This is an optimization exercise on Yosys and OpenROAD, whose aim is small area, a short achievable clock period and few clock cycles, not a production implementation. RTL that was checked went through simulation tests only; none was proved equivalent to the original. Power and IR drop assume default switching activity.

==> flow/design.v (excerpt) <==
module lep_crc16 (
    input  wire        clk,
    input  wire        rst,
    input  wire        host_req,
    input  wire        host_we,
    input  wire [11:0] host_addr,
    input  wire [31:0] host_wdata,
    output wire [31:0] host_rdata,
    output wire        host_ready,
    output wire        mem_re,
    output wire        mem_we,
    output wire [9:0]  mem_addr,
    output reg  [3:0]  mem_be,
    output wire [31:0] mem_wdata,
    input  wire [31:0] mem_rdata
);
make LEC_CHECK=0 CAP_MARGIN=5 CORE_MARGIN=2 CORE_UTILIZATION=55 CTS_BUF_LIST='sky130_fd_sc_hd__clkbuf_4 sky130_fd_sc_hd__clkbuf_8' PLACE_DENSITY=0.7 SETUP_SLACK_MARGIN=3.4 SLEW_MARGIN=5 finish   # period 8.0 ns
run.sh (not shown) runs the stock make flow with config.mk's settings and CLKGATE_MAP_FILE= SYNTH_SCRIPT=/design/flow/synth_recipe.tcl, a recipe that flattens the netlist after the stock synthesis.
The starting point completed without violations.
Testbench counts at the start, summed over its fixed seeds: cycles 71,064.
Rerun with:
Settings changed: CAP_MARGIN 5 to 20, CORE_UTILIZATION 55 to 65, PLACE_DENSITY 0.7 to 0.8, SLEW_MARGIN 5 to 20.
After rerunning:
- The changed run passed the timing, design-rule and antenna checks
- non-clock buffer count came out higher by 6
- final cell count goes down by a few percent
- total power rises slightly
Rerun with:
Settings changed: CORE_UTILIZATION 65 to 55, CTS_BUF_LIST sky130_fd_sc_hd__clkbuf_4 sky130_fd_sc_hd__clkbuf_8 to sky130_fd_sc_hd__clkbuf_8, PLACE_DENSITY 0.8 to 0.7.
Setup slack gets worse by 41 ps.
Design area stays flat.
Global-route usage shrinks by 8.6 points.
Total power shrinks slightly.
Hold slack gets better by 8.4 ps.
Wire length shrinks by a few percent.
Via count shrinks by a few percent.
Rerun with:
Settings changed: ABC_CLOCK_PERIOD_IN_PS set to 4500, CORE_UTILIZATION 55 to 40, CTS_BUF_LIST sky130_fd_sc_hd__clkbuf_8 to not set, PLACE_DENSITY 0.7 to 0.6.
Effect:
- via count falls slightly
- core utilization fell by 17 points
- synthesized area does not change
- design area grows slightly

* * *

Another version of the RTL of lep_crc16 (not shown whole).
Size: roughly 2800 cells after synthesis, about 330 flip-flops, roughly 160 I/O pins, ~24000 sq um of cells after synthesis.
==> flow/config.mk <==
export PLATFORM = sky130hd
export DESIGN_NAME = lep_crc16
export DESIGN_NICKNAME = lep_crc16
export VERILOG_FILES = /design/flow/design.v
export SDC_FILE = /design/flow/constraint.sdc
export NUM_CORES = 4
export LEC_CHECK = 0
export CAP_MARGIN = 20
export CORE_MARGIN = 2
export CORE_UTILIZATION = 40
export PLACE_DENSITY = 0.6
export SETUP_SLACK_MARGIN = 3.4
export SLEW_MARGIN = 20
==> flow/constraint.sdc <==
create_clock -name core_clock -period 8.0 [get_ports {clk}]
set_input_delay 1.6000 -clock core_clock [delete_from_list [all_inputs] [get_ports {clk}]]
set_output_delay 1.6000 -clock core_clock [all_outputs]
set_load 0.01 [all_outputs]
The first run completed without violations.
Testbench counts at the start, summed over its fixed seeds: cycles 71,064.
==> next run, changes <==
- CORE_UTILIZATION: 40 -> 50
- CTS_BUF_LIST: unset -> sky130_fd_sc_hd__clkbuf_4 sky130_fd_sc_hd__clkbuf_8
- PLACE_DENSITY: 0.6 -> 0.7
What happened: Final cell count drops by 2.5%; worst setup slack gets worse by 0.0072 ns; hold slack hardly moves; global-route usage climbs by 7.7 points; via count climbs by 2.6%; sequential share of layout area climbs by 0.14 points; non-clock buffer count climbs by 25; register-to-register slack gets worse by 0.02 ns; area after synthesis stays the same; fmax stays flat; design area drops by 0.53%.
==> next run, changes <==
- CORE_UTILIZATION: 50 -> 55
- SETUP_SLACK_MARGIN: 3.4 -> 3.5
What happened:
- area after synthesis does not change
- clock power is about the same
- critical path depth is unchanged
==> next run, changes <==
- SETUP_SLACK_MARGIN: 3.5 -> 3.4
Worst setup slack got worse by 0.097 ns.
Critical path depth is unchanged.
Maximum frequency shrinks by 2.0%.
Power falls by 0.56%.
Final cell count shrinks by 0.77%.

* * *

Another version of the RTL of lep_crc16 (not shown whole).
Size in the first run: roughly 330 flip-flops, roughly 160 I/O pins.
==> flow/config.mk <==
export PLATFORM = sky130hd
export DESIGN_NAME = lep_crc16
export DESIGN_NICKNAME = lep_crc16
export VERILOG_FILES = /design/flow/design.v
export SDC_FILE = /design/flow/constraint.sdc
export NUM_CORES = 4
export LEC_CHECK = 0
export CAP_MARGIN = 20
export CORE_MARGIN = 2
export CORE_UTILIZATION = 40
export PLACE_DENSITY = 0.6
export SLEW_MARGIN = 20
==> flow/constraint.sdc <==
create_clock -name core_clock -period 8.0 [get_ports {clk}]
set_input_delay 1.6000 -clock core_clock [delete_from_list [all_inputs] [get_ports {clk}]]
set_output_delay 1.6000 -clock core_clock [all_outputs]
set_load 0.01 [all_outputs]
Testbench counts at the start, summed over its fixed seeds: cycles 70,843.
Edit:
- ABC_CLOCK_PERIOD_IN_PS: default -> 4500
- SETUP_SLACK_MARGIN: default -> 3.5
Effect: The new run completed with no timing, DRC or antenna violations; clock-buffer cell count does not change; sequential power stays flat; hold slack barely changes; global-route usage rose by 0.98 points.

* * *

lep_crc16, a different RTL version from the one above (not shown whole).
Size in the first run: about 160 I/O pins, about 24000 um2 of cells after synthesis.
Settings: LEC_CHECK=0, CAP_MARGIN=20, CORE_MARGIN=2, CORE_UTILIZATION=55, CTS_BUF_LIST=sky130_fd_sc_hd__clkbuf_4 sky130_fd_sc_hd__clkbuf_8, PLACE_DENSITY=0.7, SETUP_SLACK_MARGIN=3.4, SLEW_MARGIN=20; clock period 8.0 ns.
Testbench counts at the start, summed over its fixed seeds: cycles 71,064.
==> next run, changes <==
PLACE_DENSITY = 0.65   (was 0.7)
What happened: The new run produced a clean layout; total power rises slightly; combinational power is about the same; flip-flop and latch count stays the same; sequential share of layout area hardly moves; register-to-register slack gets worse by 40 ps.

* * *

lep_crc16, a different RTL version from the one above (not shown whole).
Size in the first run: ~2,800 cells after synthesis, about 24,000 um^2 of cells after synthesis.
Settings: LEC_CHECK=0, CAP_MARGIN=20, CORE_MARGIN=2, CORE_UTILIZATION=55, CTS_BUF_LIST=sky130_fd_sc_hd__clkbuf_4 sky130_fd_sc_hd__clkbuf_8, PLACE_DENSITY=0.7, SETUP_SLACK_MARGIN=3.4, SLEW_MARGIN=20; clock period 8.0 ns.
The first run finished with timing, DRC and antenna clean.
Then changed:
Settings changed: PLACE_DENSITY 0.7 to 0.65.
What happened: Clock-buffer cell count came out lower by 3. Wire length came out lower by 2.4%. Register-to-register slack is worse by 30 ps. Critical path depth came out higher by 1. Core utilization came out lower by 0.89 points. Design area came out lower by 1.3%. Total power came out lower by 2.9%. Flip-flop and latch count stays the same. Worst setup slack is better by 21 ps. Non-clock buffer count came out higher by 7.
No run of this note included a check of the RTL's function; only the layout flow was run.

==> static timing again, ports no longer ideal <==
Ports are ideal in the flow. The routed layouts listed here were re-timed in OpenROAD.
Step 1 sets driving cells, clkbuf_16 on the clock port and buf_2 on the other inputs (assumed; they add their load-dependent delay and slew).
Step 2, shift: input delay + t, output delay - t, t = (earliest + latest rising clock arrival at the registers) / 2. This alone moves slack from input paths to output paths.
Three values: ideal, step 1, step 2; two values: the first two.
| run | t (ns) | slack for setup (ns) | worst setup path at the end |
|---|---|---|---|
| the first run of note 1 | 0.700 | 3.259 / 3.197 / 2.985 | input to register |
| the second run of note 1 | 0.712 | 3.381 / 3.328 / 2.724 | input to register |
| the third run of note 1 | 0.716 | 3.340 / 3.286 / 2.850 | input to register |
| the fourth run of note 1 | 0.637 | 3.364 / 3.256 / 3.006 | input to register |
| the first run of note 2 | 0.635 | 3.127 / 3.096 / 3.026 | input to register |
| the second run of note 2 | 0.732 | 3.120 / 3.084 / 2.828 | input to register |
| the third run of note 2 | 0.712 | 3.235 / 3.204 / 2.864 | input to register |
| the fourth run of note 2 | 0.689 | 3.137 / 3.107 / 3.049 | input to register |
| the first run of note 3 | 0.623 | 1.462 / 1.442 / 1.442 | input to output |
| the second run of note 3 | 0.616 | 2.967 / 2.929 / 2.929 | input to output |
| the first run of note 4 | 0.697 | 3.129 / 3.096 / 2.969 | input to register |
| the second run of note 4 | 0.702 | 3.318 / 3.248 / 3.029 | input to register |
| the first run of note 5 | 0.712 | 2.740 / 2.706 / 2.706 | input to output |
| the second run of note 5 | 0.709 | 2.760 / 2.727 / 2.727 | input to output |
After both steps every run listed still meets setup and hold. For the second run of note 1, which loses most, drivers alone change the setup slack by -0.053 ns; drivers and shift together by -0.657 ns.
